Background: an optimization exercise with open tools, aiming at small area and a short achievable clock period. Do not read the settings as production practice. Function was checked by simulation only, so behaviour that the tests miss may differ from the original. Power figures rest on the tool's default switching activity, not on a simulated workload. The clock port is modelled as an ideal driver; clocking choices that lean on that would not hold on a real chip.

== run A ==
==> flow/design.v <==
module scp_crc8_byte (
    input  wire [7:0] acc,
    input  wire [7:0] data,
    output reg  [7:0] next
);
    integer i;
    always @(*) begin
        next = acc ^ data;
        for (i = 0; i < 8; i = i + 1)
            next = next[0] ? ((next >> 1) ^ 8'h8C) : (next >> 1);
    end
endmodule
module scp_crc16_byte (
    input  wire [15:0] acc,
    input  wire [7:0]  data,
    output reg  [15:0] next
);
    integer i;
    always @(*) begin
        next = acc ^ {8'h00, data};
        for (i = 0; i < 8; i = i + 1)
            next = next[0] ? ((next >> 1) ^ 16'h8408) : (next >> 1);
    end
endmodule
module scp_rx #(
    parameter BUF_BYTES = 64
) (
    input  wire                   clk,
    input  wire                   rst,
    input  wire [7:0]             cfg_sof,
    input  wire                   cfg_dup_suppress,
    input  wire [15:0]            cfg_max_dlen,
    input  wire [7:0]             cfg_prev_seq_reset,
    input  wire [63:0]            cfg_sub_ids,
    input  wire [3:0]             cfg_sub_en,
    input  wire                   in_valid,
    input  wire [7:0]             in_byte,
    input  wire                   abort,
    output reg                    ev_valid,
    output reg  [2:0]             ev_code,
    output wire [15:0]            ev_cmd,
    output wire [15:0]            ev_dlen,
    output wire [8*BUF_BYTES-1:0] ev_payload
);
    localparam [2:0] EV_NONE = 3'd0, EV_BAD_SOF = 3'd1, EV_DLEN_OVERFLOW = 3'd2,
                     EV_CRC8_MISMATCH = 3'd3, EV_CRC16_MISMATCH = 3'd4,
                     EV_DUPLICATE = 3'd5, EV_UNKNOWN_CMD = 3'd6, EV_DISPATCH = 3'd7;
    reg st_sof, st_dlen0, st_dlen1, st_seq, st_crc8, st_cmd0, st_cmd1, st_data,
        st_c16a, st_c16b;
    reg [6:0]  rx_dlen;         
    reg        rx_dlen_big;     
    reg [7:0]  rx_prev_seq;
    reg        rx_abandon;
    reg [15:0] rx_cmd;
    reg        rx_sub;          
    reg        rx_c16_lo_ok;    
    reg [7:0]  rx_row_n;        
    reg [7:0]  rx_col_n;        
    reg [6:0]  rx_rem;          
    reg        rx_last;         
    reg [7:0]  rx_c8_acc;
    reg [15:0] rx_c16_acc;
    reg [7:0]  rx_buf [0:BUF_BYTES-1];
    assign ev_cmd  = rx_cmd;
    assign ev_dlen = {9'd0, rx_dlen};
    genvar g;
    generate
        for (g = 0; g < BUF_BYTES; g = g + 1) begin : g_payload
            assign ev_payload[8*g +: 8] = rx_buf[g];
        end
    endgenerate
    wire [7:0]  c8_fed;
    wire [15:0] c16_fed;
    scp_crc8_byte  u_c8  (.acc(st_sof ? 8'hFF : rx_c8_acc),     .data(in_byte), .next(c8_fed));
    scp_crc16_byte u_c16 (.acc(st_sof ? 16'hFFFF : rx_c16_acc), .data(in_byte), .next(c16_fed));
    wire take      = in_valid;
    wire is_sof    = (in_byte == cfg_sof);
    wire dlen_big  = rx_dlen_big || (in_byte != 8'd0);
    wire c8_ok     = (in_byte == rx_c8_acc);
    wire c16_ok    = rx_c16_lo_ok && (in_byte == rx_c16_acc[15:8]);
    reg subscribed;
    integer k;
    always @(*) begin
        subscribed = 1'b0;
        for (k = 0; k < 4; k = k + 1)
            if (cfg_sub_en[k] && cfg_sub_ids[16*k +: 16] == rx_cmd)
                subscribed = 1'b1;
    end
    integer b;
    always @(posedge clk) begin
        for (b = 0; b < BUF_BYTES; b = b + 1)
            if (!rx_row_n[b / 8] && !rx_col_n[b % 8])
                rx_buf[b] <= in_byte;
    end
    always @(posedge clk) begin
        rx_sub <= subscribed;
        if (take) begin
            rx_c8_acc <= c8_fed;
            if (!(st_c16a || st_c16b))
                rx_c16_acc <= c16_fed;
        end
        if (take && st_dlen0) begin
            rx_dlen     <= in_byte[6:0];
            rx_dlen_big <= (in_byte > 8'd64) ||
                           (cfg_max_dlen[15:8] == 8'd0 && in_byte > cfg_max_dlen[7:0]);
        end
        if (take && st_seq)
            rx_abandon <= cfg_dup_suppress && (in_byte == rx_prev_seq);
        if (take && st_cmd0) rx_cmd[7:0]  <= in_byte;
        if (take && st_cmd1) rx_cmd[15:8] <= in_byte;
        if (take && st_c16a) rx_c16_lo_ok <= (in_byte == rx_c16_acc[7:0]);
        if (take && st_cmd1) begin
            rx_row_n <= 8'hFE;
            rx_col_n <= 8'hFE;
            rx_rem   <= rx_dlen;
            rx_last  <= (rx_dlen == 7'd1);
        end else if (take && st_data) begin
            rx_col_n <= {rx_col_n[6:0], rx_col_n[7]};
            if (!rx_col_n[7])
                rx_row_n <= {rx_row_n[6:0], 1'b1};
            rx_rem   <= rx_rem - 7'd1;
            rx_last  <= (rx_rem == 7'd2);
        end
        if (rst) begin
            rx_prev_seq <= cfg_prev_seq_reset;
        end else if (take && st_seq && cfg_dup_suppress) begin
            rx_prev_seq <= in_byte;
        end
        if (rst) begin
            {st_sof, st_dlen0, st_dlen1, st_seq, st_crc8, st_cmd0, st_cmd1, st_data,
             st_c16a, st_c16b} <= 10'b1000000000;
            ev_valid <= 1'b0;
        end else begin
            ev_valid <= take;
            if (abort) begin
                {st_sof, st_dlen0, st_dlen1, st_seq, st_crc8, st_cmd0, st_cmd1, st_data,
                 st_c16a, st_c16b} <= 10'b1000000000;
            end else if (take) begin
                st_sof   <= (st_sof && !is_sof) || (st_dlen1 && dlen_big) ||
                            (st_crc8 && !c8_ok) || st_c16b;
                st_dlen0 <= st_sof && is_sof;
                st_dlen1 <= st_dlen0;
                st_seq   <= st_dlen1 && !dlen_big;
                st_crc8  <= st_seq;
                st_cmd0  <= st_crc8 && c8_ok;
                st_cmd1  <= st_cmd0;
                st_data  <= (st_cmd1 && rx_dlen != 7'd0) || (st_data && !rx_last);
                st_c16a  <= (st_cmd1 && rx_dlen == 7'd0) || (st_data && rx_last);
                st_c16b  <= st_c16a;
            end
        end
        if (st_sof && !is_sof)
            ev_code <= EV_BAD_SOF;
        else if (st_dlen1 && dlen_big)
            ev_code <= EV_DLEN_OVERFLOW;
        else if (st_crc8 && !c8_ok)
            ev_code <= EV_CRC8_MISMATCH;
        else if (st_c16b)
            ev_code <= !c16_ok    ? EV_CRC16_MISMATCH :
                       rx_abandon ? EV_DUPLICATE :
                       !rx_sub    ? EV_UNKNOWN_CMD : EV_DISPATCH;
        else
            ev_code <= EV_NONE;
    end
endmodule
clock: 5.0 ns
lec_check: 0
cap_margin: 10
core_margin: 2
core_utilization: 60
setup_slack_margin: 2.0
slew_margin: 10
standard.sh (not shown) runs the stock make flow with config.mk's settings and CLKGATE_MAP_FILE= SYNTH_SCRIPT=/design/flow/synth_recipe.tcl, a recipe that flattens the netlist after the stock synthesis.
==> flow/flow/run.sh <==
#!/bin/bash
# The standard ORFS layout (the standard.sh), with the port buffers that
# global placement inserts made sky130_fd_sc_hd__buf_1 instead of the delay
# buffer buffer_ports picks by itself. Every input and output port still gets
# its buffer; nothing else in the flow changes.
set -euo pipefail
export BUFFER_PORTS_ARGS="-buffer_cell sky130_fd_sc_hd__buf_1"
export CTS_ARGS="-sink_clustering_enable -repair_clock_nets -dont_use_dummy_load -sink_clustering_size 30 -sink_clustering_max_diameter 80 -buf_list {sky130_fd_sc_hd__clkbuf_8 sky130_fd_sc_hd__clkbuf_16}"
bash standard.sh > orfs_make.log 2>&1
### run A -> run B
- SETUP_SLACK_MARGIN: 2.0 -> 2.7
-- flow/flow/run.sh --
<<< run A, line 8
export CTS_ARGS="-sink_clustering_enable -repair_clock_nets -dont_use_dummy_load -sink_clustering_size 30 -sink_clustering_max_diameter 80 -buf_list {sky130_fd_sc_hd__clkbuf_8 sky130_fd_sc_hd__clkbuf_16}"
>>> run B, line 8
export CTS_ARGS="-sink_clustering_enable -repair_clock_nets -dont_use_dummy_load -sink_clustering_size 25 -sink_clustering_max_diameter 60 -buf_list {sky130_fd_sc_hd__clkbuf_8 sky130_fd_sc_hd__clkbuf_16}"
### Flow results
The number of DRC violations after detailed-routing iteration 0 number comes out lower for run A vs run B.
Setup slack of the critical path after layout delta (run B − run A): favourable
Via-per-instance ratio, run A and run B, lower one = run A.
When the final numbers for run A and run B were put side by side, the design area turned out to be greater in run B.
Core occupancy in the finished layout ends up higher on run B.
Looking at last element of the critical path, the ev_code[2]$_SDFF_PP0_ result is from run A; the ev_cmd[9] one comes from run B.
Looking at total length of routed wires across both flows, run B is the weaker of the two, with run A ahead.
Run A has higher post-route fraction of the period consumed by the critical path than run B.
[inputs] run C vs run B
- changing CORE_UTILIZATION from 60 to 55
-- flow/flow/run.sh --
<<< run B, line 8
export CTS_ARGS="-sink_clustering_enable -repair_clock_nets -dont_use_dummy_load -sink_clustering_size 25 -sink_clustering_max_diameter 60 -buf_list {sky130_fd_sc_hd__clkbuf_8 sky130_fd_sc_hd__clkbuf_16}"
>>> run C, line 8
export CTS_ARGS="-sink_clustering_enable -repair_clock_nets -dont_use_dummy_load -sink_clustering_size 30 -sink_clustering_max_diameter 80 -buf_list {sky130_fd_sc_hd__clkbuf_8 sky130_fd_sc_hd__clkbuf_16}"
## What came out
Run C vs run B — non-clock buffering overhead in the final layout rose 0.33 points.
Between run C and run B, it is run C whose total global-route track usage is lower, by 1.3 points.
Summary — routed wire length, run C relative to run B: higher, by 2.6%.
Setup WNS run B -> run C: better
Going from run B to run C, post-layout instance area comparable, final worst-path cycle share now smaller.
Input-level comparison between run D and run C:
- PLACE_DENSITY newly set to 0.75
- CORE_UTILIZATION changed from 55 to 60
[summary]
Compared with run C, run D shows number of fill cells in the layout lower by 525.
Run D has measured slew at the worst slew-check pin above what run C had.
NOTE: minimum clock period after layout in run D exceeds that of run C
Global-route wire length before repair, run D and run C: larger value in run C
From run C to run D the numbers moved as follows: maximum fanout count along the critical path increased 3, non-clock buffer count increased about 0.7%, reported net switching power decreased 0.000022 W.

RTL: the design.v shown in full above, as it stands there.
==> flow/config.mk <==
export PLATFORM = sky130hd
export DESIGN_NAME = scp_rx
export DESIGN_NICKNAME = scp_rx
export VERILOG_FILES = /design/flow/design.v
export SDC_FILE = /design/flow/constraint.sdc
export NUM_CORES = 4
export LEC_CHECK = 0
export CAP_MARGIN = 20
export CORE_MARGIN = 2
export CORE_UTILIZATION = 65
export SETUP_SLACK_MARGIN = 2.7
export SLEW_MARGIN = 20
==> flow/constraint.sdc <==
create_clock -name core_clock -period 5.0 [get_ports {clk}]
set_input_delay 1.0000 -clock core_clock [delete_from_list [all_inputs] [get_ports {clk}]]
set_output_delay 1.0000 -clock core_clock [all_outputs]
set_load 0.01 [all_outputs]
==> flow/flow/run.sh <==
#!/bin/bash
# The standard ORFS layout (the standard.sh), with the port buffers that
# global placement inserts made sky130_fd_sc_hd__buf_1 instead of the delay
# buffer buffer_ports picks by itself. Every input and output port still gets
# its buffer; nothing else in the flow changes.
set -euo pipefail
export BUFFER_PORTS_ARGS="-buffer_cell sky130_fd_sc_hd__buf_1"
export CTS_ARGS="-sink_clustering_enable -repair_clock_nets -dont_use_dummy_load -sink_clustering_size 30 -sink_clustering_max_diameter 80 -buf_list {sky130_fd_sc_hd__clkbuf_8 sky130_fd_sc_hd__clkbuf_16}"
bash standard.sh > orfs_make.log 2>&1
The starting point completed with no timing, DRC or antenna violations.
Rerun with:
Settings changed: CAP_MARGIN 20 to 10, CORE_UTILIZATION 65 to 60, SETUP_SLACK_MARGIN 2.7 to unset, SLEW_MARGIN 20 to 10.
The changed run ran to the end with no violations. Via count falls by 3.2%. Total power stays flat. Final cell count falls by 0.58%.
Rerun with:
Settings changed: CAP_MARGIN 10 to 20, SETUP_SLACK_MARGIN set to 2.7, SLEW_MARGIN 10 to 20.
=> Global-route usage grows by 0.34 points. Via count grows by 1.5%. Hold slack gains 0.0069 ns. Cell count grows by 0.72%. Core utilization grows by 0.52 points. Routed wire length grows by 1.5%. First-iteration DRC count grows by 19%.
Rerun with:
Settings changed: CAP_MARGIN 20 to 10, SLEW_MARGIN 20 to 10.
After rerunning:
- global-route usage is lower by 0.20 points
- worst setup slack gets better by 0.035 ns
- final cell count is about the same
- non-clock buffer count grows by 2
- clock skew drops by 0.026 ns
- power hardly moves
- critical path depth stays the same
- routed wire length stays flat
- sequential share of layout area barely changes
- first-iteration DRC count went down by a little under a tenth

## what the ideal ports hide
The results above use ideal ports. As a check the final layouts listed here were re-extracted and re-timed, cells and wires unchanged.
Step 1, drivers: a clkbuf_16 drives clk and a buf_2 each remaining input, both assumed.
Step 2, shift: input delay + t, output delay - t, t = (earliest + latest rising clock arrival at the registers) / 2. This alone moves slack from input paths to output paths.
Three values: ideal, step 1, step 2; two values: the first two.
run | shift t [ns] | setup WS [ns] | worst hold slack (ns)
run A | 0.614 | 2.392 / 2.427 / 1.813 | 0.464 / 0.464 / 0.464
run B | 0.577 | 2.742 / 2.688 / 2.247 | 0.461 / 0.461 / 0.461
run C | 0.619 | 2.758 / 2.706 / 2.192 | 0.466 / 0.466 / 0.466
run D | 0.611 | 2.726 / 2.676 / 2.156 | 0.469 / 0.469 / 0.469
the first run of note 2 | 0.613 | 2.638 / 2.583 / 2.243 | 0.474 / 0.474 / 0.474
the second run of note 2 | 0.614 | 2.392 / 2.427 / 1.813 | 0.464 / 0.464 / 0.464
the third run of note 2 | 0.599 | 2.725 / 2.672 / 2.196 | 0.470 / 0.470 / 0.470
the fourth run of note 2 | 0.594 | 2.761 / 2.707 / 2.201 | 0.471 / 0.471 / 0.471
After both steps every run listed still meets setup and hold.
